Source: an optimization exercise on an open RTL-to-GDS flow (aim: small area, a short achievable clock period and few clock cycles per item). Production flows keep margins and buffers that such runs may drop. Where RTL was checked, it was by simulation tests only, not by an equivalence proof against the original.

// dither_stream
module dither_stream (
    input  wire        clk,
    input  wire        rst,
    input  wire        start,
    input  wire        mode,
    input  wire [6:0]  width,
    input  wire [15:0] height,
    output reg         busy,
    input  wire        in_valid,
    output wire        in_ready,
    input  wire [7:0]  in_r,
    input  wire [7:0]  in_g,
    input  wire [7:0]  in_b,
    input  wire [7:0]  in_a,
    output reg         out_valid,
    input  wire        out_ready,
    output wire [7:0]  out_r,
    output wire [7:0]  out_g,
    output wire [7:0]  out_b,
    output wire [7:0]  out_a
);
==> flow/config.mk <==
export PLATFORM = sky130hd
export DESIGN_NAME = dither_stream
export DESIGN_NICKNAME = dither_stream
export VERILOG_FILES = /design/flow/design.v
export SDC_FILE = /design/flow/constraint.sdc
export NUM_CORES = 4
export LEC_CHECK = 0
export CAP_MARGIN = 20
export CORE_MARGIN = 2
export CORE_UTILIZATION = 60
export SLEW_MARGIN = 20
==> flow/constraint.sdc <==
create_clock -name core_clock -period 32.0 [get_ports {clk}]
set_input_delay 6.4000 -clock core_clock [delete_from_list [all_inputs] [get_ports {clk}]]
set_output_delay 6.4000 -clock core_clock [all_outputs]
set_load 0.01 [all_outputs]
standard.sh (not shown) runs the stock make flow with config.mk's settings and CLKGATE_MAP_FILE= SYNTH_SCRIPT=/design/flow/synth_recipe.tcl, a recipe that flattens the netlist after the stock synthesis.
==> flow/flow/run.sh <==
#!/bin/bash
# Layout flow: the standard synthesis and ORFS flow, with the timing
# repair steps (floorplan, CTS, global route) aiming for a setup slack of
# MARGIN ns instead of 0, so that they size and buffer the critical paths
# for a shorter period than the design's (the constraints are unchanged).
set -euo pipefail
W=$(pwd)
MARGIN=$(cat "$W/flow/margin.txt")
bash standard.sh synth > "$W/synth.log" 2>&1
make -C "$FLOW_HOME" DESIGN_CONFIG="$W/config.mk" WORK_HOME="$W/orfs" CLKGATE_MAP_FILE= \
    SYNTH_SCRIPT="$W/synth_recipe.tcl" SETUP_SLACK_MARGIN="$MARGIN" finish > "$W/layout.log" 2>&1
bash standard.sh finish > "$W/final_def.log" 2>&1
==> flow/flow/margin.txt <==
23
The first run passed the timing, design-rule and antenna checks.
Rerun with:
- CORE_UTILIZATION: 60 -> 40
=> The new run produced a clean layout; cell count came out higher by roughly a tenth; non-clock buffer count is higher by 8; global-route usage is lower by 9.4 points; die area rises by well over a third; final area grows slightly; via count falls by a few percent; routed wire length shrinks by a few percent; sequential share of layout area shrinks by 0.81 points; first-iteration DRC count is lower by a little under a tenth; worst setup slack improved by 330 ps.
Function was not checked in any run of this note: the RTL went through the layout flow alone.

========
dither_stream, a different RTL version from the one above (not shown whole).
Size in the first run: about 3400 cells after synthesis, roughly 940 flip-flops, about 96 I/O pins.
export LEC_CHECK = 0
export CAP_MARGIN = 20
export CORE_MARGIN = 2
export CORE_UTILIZATION = 40
export SLEW_MARGIN = 20
create_clock -name core_clock -period 32.0 [get_ports {clk}]
==> flow/flow/run.sh <==
#!/bin/bash
# Layout flow: the standard synthesis and ORFS flow, with
#  - the timing repair steps (floorplan, CTS, global route) aiming for a
#    setup slack of MARGIN ns instead of 0, so that they size and buffer
#    the critical paths for a shorter period than the design's (the
#    constraints themselves are unchanged);
#  - the port buffers made of buf_2 cells instead of the delay buffers
#    buffer_ports picks by default (every port still gets its buffer).
set -euo pipefail
W=$(pwd)
MARGIN=$(cat "$W/flow/margin.txt")
bash standard.sh synth > "$W/synth.log" 2>&1
make -C "$FLOW_HOME" DESIGN_CONFIG="$W/config.mk" WORK_HOME="$W/orfs" CLKGATE_MAP_FILE= \
    SYNTH_SCRIPT="$W/synth_recipe.tcl" SETUP_SLACK_MARGIN="$MARGIN" \
    BUFFER_PORTS_ARGS="-buffer_cell sky130_fd_sc_hd__buf_2" finish > "$W/layout.log" 2>&1
bash standard.sh finish > "$W/final_def.log" 2>&1
==> flow/flow/margin.txt <==
24
==> next run, changes <==
==> flow/flow/margin.txt (replaced) <==
23
Flip-flop and latch count stays the same.
Global-route usage climbs by 0.35 points.
Final area drops by about 2.6%.
Worst setup slack loses 160 ps.
Synthesized cell count is unchanged.
Final cell count drops by 2.4%.
No run of this note included a check of the RTL's function; only the layout flow was run.

========
dither_stream, a different RTL version from the one above (not shown whole).
For scale: roughly 3500 cells after synthesis, about 950 flip-flops, roughly 96 I/O pins.
export LEC_CHECK = 0
export CAP_MARGIN = 20
export CORE_MARGIN = 2
export CORE_UTILIZATION = 65
export CTS_CLUSTER_DIAMETER = 90
export CTS_CLUSTER_SIZE = 28
export PLACE_DENSITY = 0.78
export SLEW_MARGIN = 20
create_clock -name core_clock -period 32.0 [get_ports {clk}]
==> flow/flow/margin.txt <==
24
Scripts as last shown in full above: flow/flow/run.sh
Testbench counts at the start, summed over its fixed seeds: cycles 32,928, pixels 32,768.
Then changed:
==> flow/flow/margin.txt (replaced) <==
23
- CORE_UTILIZATION: 65 -> 50
- CTS_CLUSTER_DIAMETER: 90 -> 60
- CTS_CLUSTER_SIZE: 28 -> 20
- PLACE_DENSITY: 0.78 -> default
The changed run completed without violations; via count is lower by 2.7%; sequential share of layout area goes down by 0.72 points; area after synthesis is unchanged.
Then changed:
==> flow/flow/margin.txt (replaced) <==
24
- CORE_UTILIZATION: 50 -> 70
- CTS_CLUSTER_DIAMETER: 60 -> 80
- CTS_CLUSTER_SIZE: 20 -> 25
- PLACE_DENSITY: default -> 0.85
Outcome: Hold slack loses 0.0049 ns; setup slack is better by 0.53 ns; die area shrinks by 28%.

========
dither_stream again, from the RTL that the note above started with.
==> flow/config.mk <==
export PLATFORM = sky130hd
export DESIGN_NAME = dither_stream
export DESIGN_NICKNAME = dither_stream
export VERILOG_FILES = /design/flow/design.v
export SDC_FILE = /design/flow/constraint.sdc
export NUM_CORES = 4
export LEC_CHECK = 0
export CAP_MARGIN = 20
export CORE_MARGIN = 2
export CORE_UTILIZATION = 60
export CTS_CLUSTER_DIAMETER = 80
export CTS_CLUSTER_SIZE = 25
export PLACE_DENSITY = 0.7
export SLEW_MARGIN = 20
==> flow/constraint.sdc <==
create_clock -name core_clock -period 32.0 [get_ports {clk}]
set_input_delay 6.4000 -clock core_clock [delete_from_list [all_inputs] [get_ports {clk}]]
set_output_delay 6.4000 -clock core_clock [all_outputs]
set_load 0.01 [all_outputs]
==> flow/flow/margin.txt <==
24
Scripts as last shown in full above: flow/flow/run.sh
Testbench counts at the start, summed over its fixed seeds: cycles 32,928, pixels 32,768.
Edit:
==> flow/flow/margin.txt (replaced) <==
23
--- a/flow/config.mk
+++ b/flow/config.mk
@@ -10,4 +10,3 @@
-export CORE_UTILIZATION = 60
-export CTS_CLUSTER_DIAMETER = 80
-export CTS_CLUSTER_SIZE = 25
-export PLACE_DENSITY = 0.7
+export CORE_UTILIZATION = 55
+export CTS_CLUSTER_DIAMETER = 100
+export CTS_CLUSTER_SIZE = 30
Effect: Critical path depth climbs by 27; count of clock-buffer cells in the layout fell by 15; synthesized area does not change; global-route usage is lower by 1.6 points; hold slack improved by 0.043 ns; worst setup slack gets worse by 0.66 ns; die area went up by 9.0%.
Edit:
--- a/flow/config.mk
+++ b/flow/config.mk
@@ -10,3 +10 @@
-export CORE_UTILIZATION = 55
-export CTS_CLUSTER_DIAMETER = 100
-export CTS_CLUSTER_SIZE = 30
+export CORE_UTILIZATION = 50
Routed wire length rose by 2.3%. Clock-buffer cell count is higher by 57. Hold slack gains 0.0075 ns. Worst setup slack got worse by 0.0041 ns.
Edit:
==> flow/flow/margin.txt (replaced) <==
24
--- a/flow/config.mk
+++ b/flow/config.mk
@@ -10 +10,4 @@
-export CORE_UTILIZATION = 50
+export CORE_UTILIZATION = 65
+export CTS_CLUSTER_DIAMETER = 80
+export CTS_CLUSTER_SIZE = 25
+export PLACE_DENSITY = 0.78
After rerunning: The new run ran to the end with no violations. Cell area shrinks by 2.3%. Core utilization grows by 15 points. Worst setup slack gets better by 0.65 ns. Fmax grows by about 8%. Routed wire length grows by about 1.7%. Critical path depth shrinks by 26.

========
== run A ==
Starting RTL as in the previous note.
export LEC_CHECK = 0
export CAP_MARGIN = 20
export CORE_MARGIN = 2
export CORE_UTILIZATION = 60
export CTS_CLUSTER_DIAMETER = 80
export CTS_CLUSTER_SIZE = 25
export PLACE_DENSITY = 0.78
export SLEW_MARGIN = 20
create_clock -name core_clock -period 32.0 [get_ports {clk}]
==> flow/flow/margin.txt <==
24
Scripts as last shown in full above: flow/flow/run.sh
Testbench counts of run A, summed over its fixed seeds: cycles 32,928, pixels 32,768.
> inputs changed (run A -> run B)
- swapping 0.78 for 0.7 in PLACE_DENSITY
==> flow/flow/margin.txt <==
23
## What came out
- The largest net degree at the start of global routing in run B sits 6 below the value recorded for run A.
- Of run B and run A, it is run B that has the higher required time of the critical path.
- Setup slack after layout in run B vs run A: down 0.64 ns
- Status: area of placed instances parity (run A, run B)
- Changes observed in run B relative to run A: number of nets at the end of the flow now smaller; relative area change from synthesis to final layout now smaller; pre-CTS worst setup slack now smaller; number of buffers and inverters on the critical path comparable; number of clock buffers in the layout now larger.
- Run B finished all stages; the layout is clean.
- Run B vs run A, total area of multi-input combinational cells went down by about 2.3%.
Changes in run C relative to run B:
==> flow/flow/margin.txt <==
25
## What came out
From run B to run C the numbers moved as follows: largest stage delay on the critical path down 0.15 ns; sequential portion of the cell area down 2.5 points. Summary of run C over run B: cell count rose 2.8%; final standard cell utilization of the core rose 3.2 points. Timing, DRC, antenna: 0 failures across run C and run B. The global-route usage on run B is in line with that on run C.

========
Setup of red:
Another version of the RTL of dither_stream (not shown whole).
For scale: about 3500 cells after synthesis, about 950 flip-flops, ~96 I/O pins, about 47000 µm² of cells after synthesis.
==> flow/config.mk <==
export PLATFORM = sky130hd
export DESIGN_NAME = dither_stream
export DESIGN_NICKNAME = dither_stream
export VERILOG_FILES = /design/flow/design.v
export SDC_FILE = /design/flow/constraint.sdc
export NUM_CORES = 4
export LEC_CHECK = 0
export CAP_MARGIN = 20
export CORE_MARGIN = 2
export CORE_UTILIZATION = 50
export CTS_CLUSTER_DIAMETER = 60
export CTS_CLUSTER_SIZE = 20
export SLEW_MARGIN = 20
==> flow/constraint.sdc <==
create_clock -name core_clock -period 32.0 [get_ports {clk}]
set_input_delay 6.4000 -clock core_clock [delete_from_list [all_inputs] [get_ports {clk}]]
set_output_delay 6.4000 -clock core_clock [all_outputs]
set_load 0.01 [all_outputs]
==> flow/flow/margin.txt <==
23
Scripts as last shown in full above: flow/flow/run.sh
Testbench counts of red, summed over its fixed seeds: cycles 32,928, pixels 32,768.
Inputs modified between red and blue:
Settings: clearing CTS_CLUSTER_DIAMETER, which used to be 60; clearing CTS_CLUSTER_SIZE, which used to be 20.
Notes after the runs:
Via density per instance delta for blue relative to red: about 0.8% lower
In terms of gate count of the mapped netlist, blue and red differ only marginally.

========
Another version of the RTL of dither_stream (not shown whole).
Size in the first run: ~3500 cells after synthesis, roughly 940 flip-flops, roughly 96 I/O pins, ~0.047 mm² of cells after synthesis.
==> flow/config.mk <==
export PLATFORM = sky130hd
export DESIGN_NAME = dither_stream
export DESIGN_NICKNAME = dither_stream
export VERILOG_FILES = /design/flow/design.v
export SDC_FILE = /design/flow/constraint.sdc
export NUM_CORES = 4
export LEC_CHECK = 0
export CAP_MARGIN = 20
export CORE_MARGIN = 2
export CORE_UTILIZATION = 40
export SLEW_MARGIN = 20
==> flow/constraint.sdc <==
create_clock -name core_clock -period 32.0 [get_ports {clk}]
set_input_delay 6.4000 -clock core_clock [delete_from_list [all_inputs] [get_ports {clk}]]
set_output_delay 6.4000 -clock core_clock [all_outputs]
set_load 0.01 [all_outputs]
==> flow/flow/run.sh <==
#!/bin/bash
# Layout flow: the standard synthesis and ORFS flow, with the timing
# repair steps (floorplan, CTS, global route) aiming for a setup slack of
# MARGIN ns instead of 0, so that they size and buffer the critical paths
# for a shorter period than the design's (the constraints are unchanged).
set -euo pipefail
W=$(pwd)
MARGIN=$(cat "$W/flow/margin.txt")
bash standard.sh synth > "$W/synth.log" 2>&1
make -C "$FLOW_HOME" DESIGN_CONFIG="$W/config.mk" WORK_HOME="$W/orfs" CLKGATE_MAP_FILE= \
    SYNTH_SCRIPT="$W/synth_recipe.tcl" SETUP_SLACK_MARGIN="$MARGIN" finish > "$W/layout.log" 2>&1
bash standard.sh finish > "$W/final_def.log" 2>&1
==> flow/flow/margin.txt <==
22
The starting point completed with no timing, DRC or antenna violations.
Testbench counts at the start, summed over its fixed seeds: cycles 32,928, pixels 32,768.
Next try:
==> flow/run.sh (new file) <==
#!/bin/bash
# synth_recipe.tcl (not shown) runs the flow's synth.tcl, then flattens the netlist and writes it again
# the make line also repeats each setting of config.mk as NAME=value (left out here)
make -C /OpenROAD-flow-scripts/flow DESIGN_CONFIG=/design/flow/config.mk WORK_HOME=/design/flow/orfs CLKGATE_MAP_FILE= SYNTH_SCRIPT=/design/flow/synth_recipe.tcl finish
removed: flow/flow/run.sh
removed: flow/flow/margin.txt
removed: flow/standard.sh
Outcome: The changed run completed with no timing, DRC or antenna violations. Final cell count shrinks by about 1.1%. Count of clock-buffer cells in the layout rose by 1. Final area decreases by 2.5%. Wire length went down by about 2.6%. Setup slack loses 1.8 ns. Synthesized cell count does not change.

## static timing again, ports no longer ideal
In the flow no input, the clock included, has a driving cell. The finished layouts below were timed again as built, in two steps. Step 1: set_driving_cell puts a clkbuf_16 on clk and a buf_2 on each other input, an assumption about the parent block. Step 2, shift: input delay + t, output delay - t, t = (earliest + latest rising clock arrival at the registers) / 2. This alone moves slack from input paths to output paths. Slacks: no drivers / after step 1 / after step 2; pairs: no drivers / after step 1.
run | shift t [ns] | setup slack, ns | worst slew at a driven data input, ns
the first run of note 1 | 0.722 | 22.809 / 22.809 / 22.629 | 0.10
the second run of note 1 | 0.738 | 23.139 / 23.139 / 22.523 | 0.11
the first run of note 2 | 0.718 | 23.526 / 23.526 / 23.526 | 0.06
the second run of note 2 | 0.730 | 23.365 / 23.365 / 23.365 | 0.08
the first run of note 3 | 0.687 | 24.129 / 24.063 / 23.555 | 0.05
the second run of note 3 | 0.700 | 23.534 / 23.534 / 23.340 | 0.04
the third run of note 3 | 0.696 | 24.061 / 24.061 / 23.517 | 0.06
the first run of note 4 | 0.676 | 24.134 / 24.066 / 23.626 | 0.04
the second run of note 4 | 0.672 | 23.476 / 23.476 / 23.320 | 0.04
the third run of note 4 | 0.730 | 23.472 / 23.472 / 23.299 | 0.04
the fourth run of note 4 | 0.683 | 24.126 / 24.057 / 23.558 | 0.05
run A | 0.698 | 24.103 / 24.035 / 23.578 | 0.07
run B | 0.679 | 23.465 / 23.465 / 23.341 | 0.04
run C | 0.689 | 24.133 / 24.133 / 24.133 | 0.06
red | 0.717 | 23.522 / 23.522 / 23.070 | 0.05
blue | 0.730 | 23.478 / 23.478 / 23.080 | 0.04
the first run of note 7 | 0.717 | 22.325 / 22.325 / 22.325 | 0.07
the second run of note 7 | 0.718 | 20.506 / 20.506 / 20.506 | 0.06
After both steps every run listed still meets setup and hold. For the second run of note 1, which loses most, drivers alone change the setup slack by 0.000 ns; drivers and shift together by -0.616 ns.
